From an optimization exercise on the open Yosys and OpenROAD flow, aimed at small area, a short achievable clock period and few clock cycles per item; shortcuts taken in it are not production practice. Only simulation tests tie the RTL to the original design; equivalence was not proved. Power is estimated from default activity; no workload was simulated.

==> design/flow/design.v <==
module m3p_rle (
    input  wire        clk,
    input  wire        rst,         
    input  wire        start,       
    input  wire [1:0]  op,          
    input  wire [15:0] width,       
    input  wire [15:0] src_len,     
    output reg  [1:0]  status,      
    output reg  [1:0]  errcode,     
    output reg  [15:0] dst_len,
    output reg         src_re,
    output reg  [15:0] src_addr,
    input  wire [7:0]  src_rdata,
    output reg         dst_we,
    output reg  [15:0] dst_waddr,
    output reg  [7:0]  dst_wdata,
    output reg         dst_re,
    output reg  [15:0] dst_raddr,
    input  wire [7:0]  dst_rdata
);
    localparam ST_IDLE = 2'd0, ST_BUSY = 2'd1, ST_DONE = 2'd2, ST_ERROR = 2'd3;
    localparam OP_PREDICT = 2'd0, OP_UNPREDICT = 2'd1, OP_ENCODE = 2'd2, OP_DECODE = 2'd3;
    localparam ERR_NONE = 2'd0, ERR_INVARG = 2'd1, ERR_MALFORMED = 2'd2;
    localparam M_ZC = 2'd0,    
               M_ZF = 2'd1,    
               M_LC = 2'd2,    
               M_LD = 2'd3;    
    wire busy = (status == ST_BUSY);
    reg [1:0]  opq;
    reg [15:0] ip;         
    reg        imore;      
    reg [16:0] na;         
    reg [7:0]  xq, nq;     
    reg [7:0]  wv, nwv;    
    reg [7:0]  kw;         
    reg        ph;         
    reg        wide;       
    reg        cap_x, cap_n, nok1, v2, v3;    
    reg        cv, nv, rv;                    
    reg [1:0]  prime;      
    reg [1:0]  md;
    reg        zw;         
    wire is_pred = (opq == OP_PREDICT);
    wire is_unp  = (opq == OP_UNPREDICT);
    wire is_enc  = (opq == OP_ENCODE);
    wire is_filt = ~opq[1];
    function [7:0] med;
        input [7:0] a, b, c;      
        reg ge_ab, ge_ac, ge_bc;
        begin
            ge_ab = (a >= b);
            ge_ac = (a >= c);
            ge_bc = (b >= c);
            if (!ge_ac && !ge_bc)
                med = ge_ab ? b : a;          
            else if (ge_ac && ge_bc)
                med = ge_ab ? a : b;          
            else
                med = a + b - c;
        end
    endfunction
    wire [7:0] pv   = med(wv, nq, nwv);
    wire [7:0] fres = is_pred ? (xq - pv) : (xq + pv);
    wire iss_x = busy && is_filt &&
                 (is_pred ? (!ph && imore) : (imore && (wide || !(cap_n || v2 || v3))));
    wire iss_n = busy && is_filt && (is_pred ? ph : iss_x);
    wire f_done = !imore && !ph && !cap_n && !cap_x && !v2;
    wire       cz      = (xq == 8'd0);
    wire       nx_nz   = !nv || (nq != 8'd0);
    wire       k_max   = (kw == 8'd255);
    wire       k_lt254 = (kw[7:1] != 7'h7f);
    wire       k_one   = (kw == 8'd1);
    wire       cur_lt_rem = (na[15:8] != 8'd0) || (xq < na[7:0]);
    reg        p_adv, p_we, p_wslot, p_fin, p_err;
    reg [7:0]  p_wd;
    always @(*) begin
        p_adv = 1'b0; p_we = 1'b0; p_wslot = 1'b0; p_fin = 1'b0; p_err = 1'b0;
        p_wd  = xq;
        if (prime != 2'd0) begin
            p_adv = 1'b1;
        end else if (is_enc) begin
            if (!md[0]) begin
                if (cv && cz && !k_max) begin
                    p_adv = 1'b1; p_we = 1'b1; p_wslot = 1'b1; p_wd = kw + 8'd1;
                end else if (!zw) begin
                    p_we = 1'b1; p_wslot = 1'b1; p_wd = kw;
                end else if (!cv) begin
                    p_fin = 1'b1;
                end else if (!cz || nx_nz) begin
                    p_adv = 1'b1; p_we = 1'b1;
                end
            end else begin
                if (cv && ((!cz && !k_max) || (nx_nz && k_lt254))) begin
                    p_adv = 1'b1; p_we = 1'b1;
                end else begin
                    p_we = 1'b1; p_wslot = 1'b1; p_wd = kw;
                    if (!cv) p_fin = 1'b1;
                    else if (cz) p_adv = 1'b1;
                end
            end
        end else begin
            case (md)
                M_ZC: begin
                    if (!cv) begin
                        p_err = 1'b1;
                    end else begin
                        p_adv = 1'b1;
                        if (!cz) begin
                            p_we = 1'b1; p_wd = 8'd0;
                        end
                        if ((cz || xq == 8'd1) && !nv) p_fin = 1'b1;
                    end
                end
                M_ZF: begin
                    p_we = 1'b1; p_wd = 8'd0;
                    if (k_one && !cv) p_fin = 1'b1;
                end
                M_LC: begin
                    if (!cur_lt_rem) begin
                        p_err = 1'b1;
                    end else begin
                        p_adv = 1'b1;
                        if (cz && !nv) p_fin = 1'b1;
                    end
                end
                default: begin  
                    p_adv = 1'b1; p_we = 1'b1;
                    if (k_one && !nv) p_fin = 1'b1;
                end
            endcase
        end
    end
    wire [15:0] ip_inc = ip + 16'd1;
    always @(*) begin
        src_re    = 1'b0;
        src_addr  = ip;
        dst_re    = 1'b0;
        dst_raddr = na[15:0];
        dst_we    = 1'b0;
        dst_waddr = dst_len;
        dst_wdata = kw;
        if (busy) begin
            if (is_filt) begin
                src_re    = iss_x || iss_n;
                src_addr  = (is_pred && ph) ? na[15:0] : ip;
                dst_re    = is_unp && iss_x && !na[16];
                dst_we    = v3;
            end else begin
                src_re    = p_adv && imore;
                dst_we    = p_we;
                dst_waddr = p_wslot ? na[15:0] : dst_len;
                dst_wdata = p_wd;
            end
        end
    end
    always @(posedge clk) begin
        if (rst) begin
            status  <= ST_IDLE;
            errcode <= ERR_NONE;
            dst_len <= 16'd0;
            opq     <= OP_PREDICT;
            ip      <= 16'd0;
            imore   <= 1'b0;
            na      <= 17'd0;
            xq      <= 8'd0;
            nq      <= 8'd0;
            wv      <= 8'd0;
            nwv     <= 8'd0;
            kw      <= 8'd0;
            ph      <= 1'b0;
            wide    <= 1'b0;
            cap_x   <= 1'b0;
            cap_n   <= 1'b0;
            nok1    <= 1'b0;
            v2      <= 1'b0;
            v3      <= 1'b0;
            cv      <= 1'b0;
            nv      <= 1'b0;
            rv      <= 1'b0;
            prime   <= 2'd0;
            md      <= 2'd0;
            zw      <= 1'b0;
        end else if (!busy) begin
            if (start) begin
                opq     <= op;
                errcode <= ERR_NONE;
                dst_len <= (op == OP_ENCODE) ? 16'd2 : 16'd0;
                ip      <= 16'd0;
                imore   <= (src_len != 16'd0);
                ph      <= 1'b0;
                wide    <= (width[15:2] != 14'd0);
                cap_x   <= 1'b0;
                cap_n   <= 1'b0;
                v2      <= 1'b0;
                v3      <= 1'b0;
                wv      <= 8'd0;
                nwv     <= 8'd0;
                kw      <= 8'd0;
                cv      <= 1'b0;
                nv      <= 1'b0;
                rv      <= 1'b0;
                prime   <= 2'd3;
                md      <= 2'd0;
                zw      <= 1'b0;
                case (op)
                    OP_ENCODE: na <= 17'd0;
                    OP_DECODE: na <= {1'b0, src_len};
                    default:   na <= 17'd0 - {1'b0, width};
                endcase
                if (!op[1] && width == 16'd0) begin
                    status  <= ST_ERROR;
                    errcode <= ERR_INVARG;
                end else begin
                    status  <= ST_BUSY;
                end
            end
        end else if (is_filt) begin
            cap_x <= iss_x;
            cap_n <= iss_n;
            if (is_pred) ph <= iss_x;
            if (iss_n) begin
                nok1  <= !na[16];
                ip    <= ip_inc;
                imore <= (ip_inc != src_len);
                na    <= na + 17'd1;
            end
            if (cap_x) xq <= src_rdata;
            if (cap_n) nq <= nok1 ? (is_pred ? src_rdata : dst_rdata) : 8'd0;
            v2 <= cap_n;
            if (v2) begin
                kw  <= fres;
                wv  <= is_pred ? xq : fres;
                nwv <= nq;
            end
            v3 <= v2;
            if (v3) dst_len <= dst_len + 16'd1;
            if (f_done) status <= ST_DONE;
        end else begin
            if (p_adv) begin
                xq <= nq;
                cv <= nv;
                nq <= src_rdata;
                nv <= rv;
                rv <= imore;
                if (imore) begin
                    ip    <= ip_inc;
                    imore <= (ip_inc != src_len);
                end
            end
            if (prime != 2'd0) begin
                prime <= prime - 2'd1;
            end else if (is_enc) begin
                if (!md[0]) begin
                    if (cv && cz && !k_max) begin
                        kw <= kw + 8'd1;
                        zw <= 1'b1;
                    end else if (!zw) begin
                        zw <= 1'b1;
                    end else if (!cv) begin
                        dst_len <= na[15:0] + 16'd1;
                    end else begin
                        md <= 2'd1;
                        na <= na + 17'd1;
                        if (!cz || nx_nz) begin
                            dst_len <= dst_len + 16'd1;
                            kw      <= 8'd1;
                        end else begin
                            kw      <= 8'd0;
                        end
                    end
                end else begin
                    if (cv && ((!cz && !k_max) || (nx_nz && k_lt254))) begin
                        dst_len <= dst_len + 16'd1;
                        kw      <= kw + 8'd1;
                    end else if (cv) begin
                        md      <= 2'd0;
                        na      <= {1'b0, dst_len};
                        dst_len <= dst_len + 16'd2;
                        zw      <= 1'b0;
                        kw      <= cz ? 8'd1 : 8'd0;
                    end
                end
            end else begin
                if (p_adv) na <= na - 17'd1;
                if (p_we) dst_len <= dst_len + 16'd1;
                case (md)
                    M_ZC: begin
                        kw <= xq - 8'd1;
                        if (cz || xq == 8'd1) md <= M_LC;
                        else md <= M_ZF;
                    end
                    M_ZF: begin
                        kw <= kw - 8'd1;
                        if (k_one) md <= M_LC;
                    end
                    M_LC: begin
                        kw <= xq;
                        md <= cz ? M_ZC : M_LD;
                    end
                    default: begin
                        kw <= kw - 8'd1;
                        if (k_one) md <= M_ZC;
                    end
                endcase
            end
            if (p_fin) status <= ST_DONE;
            if (p_err) begin
                status  <= ST_ERROR;
                errcode <= ERR_MALFORMED;
                dst_len <= 16'd0;
            end
        end
    end
endmodule
==> design/flow/run.sh <==
#!/bin/bash
# synth_recipe.tcl (not shown) runs the flow's synth.tcl, then flattens the netlist and writes it again
# the make line also repeats each setting of config.mk as NAME=value (left out here)
make -C /OpenROAD-flow-scripts/flow DESIGN_CONFIG=/design/flow/config.mk WORK_HOME=/design/flow/orfs CLKGATE_MAP_FILE= SYNTH_SCRIPT=/design/flow/synth_recipe.tcl finish
==> design/flow/config.mk <==
export PLATFORM = sky130hd
export DESIGN_NAME = m3p_rle
export DESIGN_NICKNAME = m3p_rle
export VERILOG_FILES = /design/flow/design.v
export SDC_FILE = /design/flow/constraint.sdc
export NUM_CORES = 4
export LEC_CHECK = 0
export CAP_MARGIN = 20
export CORE_MARGIN = 2
export CORE_UTILIZATION = 40
export SLEW_MARGIN = 20
==> design/flow/constraint.sdc <==
create_clock -name core_clock -period 12.0 [get_ports {clk}]
set_input_delay 2.4000 -clock core_clock [delete_from_list [all_inputs] [get_ports {clk}]]
set_output_delay 2.4000 -clock core_clock [all_outputs]
set_load 0.01 [all_outputs]
==> flow_metrics.tcl <==
set metrics [dict create \
    nets 1798 \
    timing.hold.ws_ns 0.4652 \
    start_kind "register" \
    io_pins 132 \
    dr.pass1.iters 7 \
    syn-num-nets 1782 \
    wl_per_cell_um 22.42 \
    path_clk_slew_ns 0.08 \
    antenna_cells 0 \
    rsz0062_at_grt "false" \
    ant_nets 0 \
    die_h_um 174.9 \
    min_path_cells 2 \
    ff2ff_path_depth 23 \
    clockBufferDepth 2 \
    critPathMaxFanout 25 \
    routed_wl_um 46370 \
    fmax_mhz 147.8 \
    vias_per_cell 6.311 \
    worstHoldStart "wide" \
    holdPathEnd "wide" \
    track_usage 0.2954 \
    overflow 0 \
    crit_type "reg2out" \
    slew_viol_final 0 \
    comb_power_share 0.443 \
    cts_htree_levels 3 \
    leakage_nw 4.532 \
    synth_seq_cells 111 \
    hp-class "reg2reg" \
    yosysWarnings 1 \
    wl_met2_um 21330 \
    hold_viol 0 \
    fin_setup_tns_ns 0 \
    die-area_um2 30590 \
    met1Wirelength_um 19670 \
    core_um2 28700 \
    maxSlewHeadroom 0.2495 \
    powerDensity_nw_per_um2 107.1 \
    switching_share 0.4318 \
    grt_max_degree 80 \
    antenna_found_initial 0 \
    post-dp-hpwl_um 33660 \
    grt_pass1_vias 12220 \
    grt_pass1_wl_um 71380 \
    fin_crit_sh 0.5637 \
    post-cts-setup-buffers 0 \
    area_growth_pct 14.20 \
    cts_buffers 9 \
    status "timing/DRC/antenna clean" \
    port-buffer-count 131 \
    synthCells 1663 \
    ys_types 82 \
    rr_endpoint "wv[7]" \
    maxCapViolations 0 \
    vias 13050 \
    p_clk_frac 0.233 \
    ys.flop_type "dfxtp_1" \
    postSynthAreaPerCell_um2 7.026 \
    synthArstFlopShare 0 \
    cts_tree "done" \
    synth_enable_flop_cells 0 \
    syn_area_um2 11680 \
    end_kind "primary output" \
    initial_core_util 0.4071 \
    layout-drive-gt1-share 0.05641 \
    clock_latency_ns 0.38 \
    place.gp.congestion 0.9371 \
    postLayoutCellArea_um2 13340 \
    cts_root_buf "clkbuf_16" \
    finalSetupViolations 0 \
    die_w_um 174.9 \
    crit_arrival_ns 4.36 \
    core.rowCount 62 \
    drt-initial-drc-count 1741 \
    remaining_drc_errors 0 \
    ir_drop_v 0.00006884 \
    cts_resized 0 \
    ys_seq_area_frac 0.1902 \
    postCtsHoldBufs 0 \
    rrSetupSlack_ns 6.76 \
    p_int_mw 0.8120 \
    top_layer "met4" \
    clkSinkCount 111 \
    p_seq_frac 0.324 \
    placed_area_um2 13030 \
    fin_crit_ns 6.764 \
    wl_met3_um 3290 \
    r2r_start "nq[6]" \
    tightest_slew_ns 1.121 \
    p_sw_mw 0.6170 \
    required_ns 9.60 \
    finClkSkew_ns 0.01898 \
]
area by class of cell:
class                      count  area, um2
clock buffer                  11      252.7
fill                        2972      15360
inverter                      78      292.8
clock inverter                 5      57.56
timing repair buffer         156       1496
sequential                   111       2223
multi-input combinational   1323       8539
tap                          384      480.5
registers in the layout (all words and copies together) (netlist names), 2 cells and up:
name / count
md: 2
opq: 2
ip: 16
na: 17
wv: 8
nwv: 8
dst_len: 16
status: 2
kw: 8
xq: 8
prime: 2
nq: 8
errcode: 2
worst max-delay path, cell delays in order, from the launching register on:
cell and delay [ns]:
dfxtp_1 0.48, nor4_2 0.51, nand3_1 0.45, a22o_1 0.54
nand3_1 0.24, o2111ai_2 0.59, o21ai_0 0.57, clkdlybuf4s50_1 0.62
cells by family after synthesis:
| logic type | synth area share |
|---|---|
| simple gates | 0.2499 |
| compound gates | 0.2796 |
| buf+inv | 0.08021 |
| xor+xnor | 0.09510 |
| flops | 0.1902 |
| fa+ha+maj | 0.07582 |
| mux | 0.02913 |
power groups by stage:
stage	clock (mW)	sequential, mW	combinational (mW)
after floorplan	0	0.421	0.446
after global placement	0	0.469	0.618
after detailed placement	0	0.469	0.618
final	0.333	0.463	0.633
after CTS	0.336	0.460	0.621
after global routing	0.350	0.466	0.683
per-stage QoR:
| stage | utilization | power, mW | setup slack (ns) | std cells |
|---|---|---|---|---|
| detailed placement | 0.4538 | 1.087 | 5.741 | 2051 |
| CTS | 0.4646 | 1.418 | 5.340 | 2067 |
| global route | 0.4649 | 1.499 | 5.062 | 2068 |
| global placement | 0.4538 | 1.087 | 5.899 | 2051 |
| floorplan | - | 0.8673 | 7.073 | 1663 |
| finish | 0.4649 | 1.429 | 5.236 | 2068 |
worst max-delay path by stage:
stage          startpoint      endpoint  slack [ns]  cells after the start
3_5_place_dp        xq[3]  dst_waddr[0]        5.74                      7
6_report            xq[3]  dst_waddr[0]        5.24                      7
3_3_place_gp        xq[3]  dst_waddr[0]        5.90                      7
5_1_grt             xq[3]  dst_waddr[0]        5.06                      6
2_1_floorplan       xq[3]  dst_wdata[5]        7.07                     11
4_1_cts             xq[3]  dst_waddr[0]        5.34                      7
cells in the final DEF, fill, tap and decap left out, drive strengths merged, types with 13 or more instances in the layout:
cell type      instances
a221oi                13
or3                   18
nand2b                21
nand3                 93
nor4                  20
nor3                  44
o21ai                106
mux2i                 16
a31oi                 22
and3                  18
clkdlybuf4s50        130
buf                   26
o22ai                 13
a21oi                114
mux2                  16
a211oi                41
o221ai                17
xor2                  53
nor2                 149
nand2                183
inv                   79
ha                    58
nand4                 17
xnor2                 73
o211ai                21
dfxtp                111
a311oi                19
a22oi                 17
routing by layer:
layer	track usage	up-vias
li1	-	6071
met1	0.3923	6166
met2	0.4840	699
met3	0.02720	115
met4	0.1382	0
met5	0	-
cells in the mapped netlist, drive strengths merged (7+ instances only):
master,count,area share
a211o,7,0.0052
a211oi,41,0.026
a21o,12,0.0078
a21oi,114,0.049
a221oi,13,0.011
a22o,11,0.0082
a22oi,17,0.011
a311oi,19,0.014
a31oi,22,0.012
and2,10,0.0054
and3,18,0.0097
buf,40,0.019
clkbuf,111,0.036
dfxtp,111,0.19
fa,8,0.014
ha,58,0.062
inv,76,0.024
mux2,16,0.015
mux2i,16,0.014
nand2,183,0.059
nand2b,21,0.011
nand3,93,0.040
nand4,17,0.0091
nor2,149,0.048
nor2b,11,0.0061
nor3,44,0.019
nor3b,8,0.0060
nor4,20,0.011
o2111ai,9,0.0067
o211ai,21,0.013
o21a,12,0.0091
o21ai,106,0.045
o221a,8,0.0077
o221ai,17,0.013
o22ai,13,0.0070
o31ai,7,0.0045
or3,18,0.010
or4,10,0.0067
xnor2,73,0.055
xor2,53,0.040
Testbench counts, summed over its fixed seeds: cycles 158,584, items 31,322.

[separate check: timing with driven ports]
How much do the figures lean on ideal ports? The routed layout below was timed once more, with nothing changed but the port constraints.
Step 1 (the two cells are an assumption about what drives the block):
set clk [get_ports {clk}]
set_driving_cell -lib_cell sky130_fd_sc_hd__clkbuf_16 $clk
set_driving_cell -lib_cell sky130_fd_sc_hd__buf_2 [delete_from_list [all_inputs] $clk]
Step 2 adds t to the input delays and takes it off the output delays; t is the mean of the earliest and latest rising clock arrival at the registers after step 1. Input paths then give back, and output paths get back, about the clock's delay inside the block.
Slacks: ideal / step 1 / step 2; pairs: ideal / step 1.
shift t [ns]: 0.424
setup slack, ns: 5.236 / 5.180 / 5.604
clock arrival spread, ns: 0.019 / 0.019
worst slew at a driven data input, ns: 0.04
After both steps setup and hold are still met in this run. The setup slack of this run moves by -0.056 ns with the drivers and by +0.368 ns with both steps.
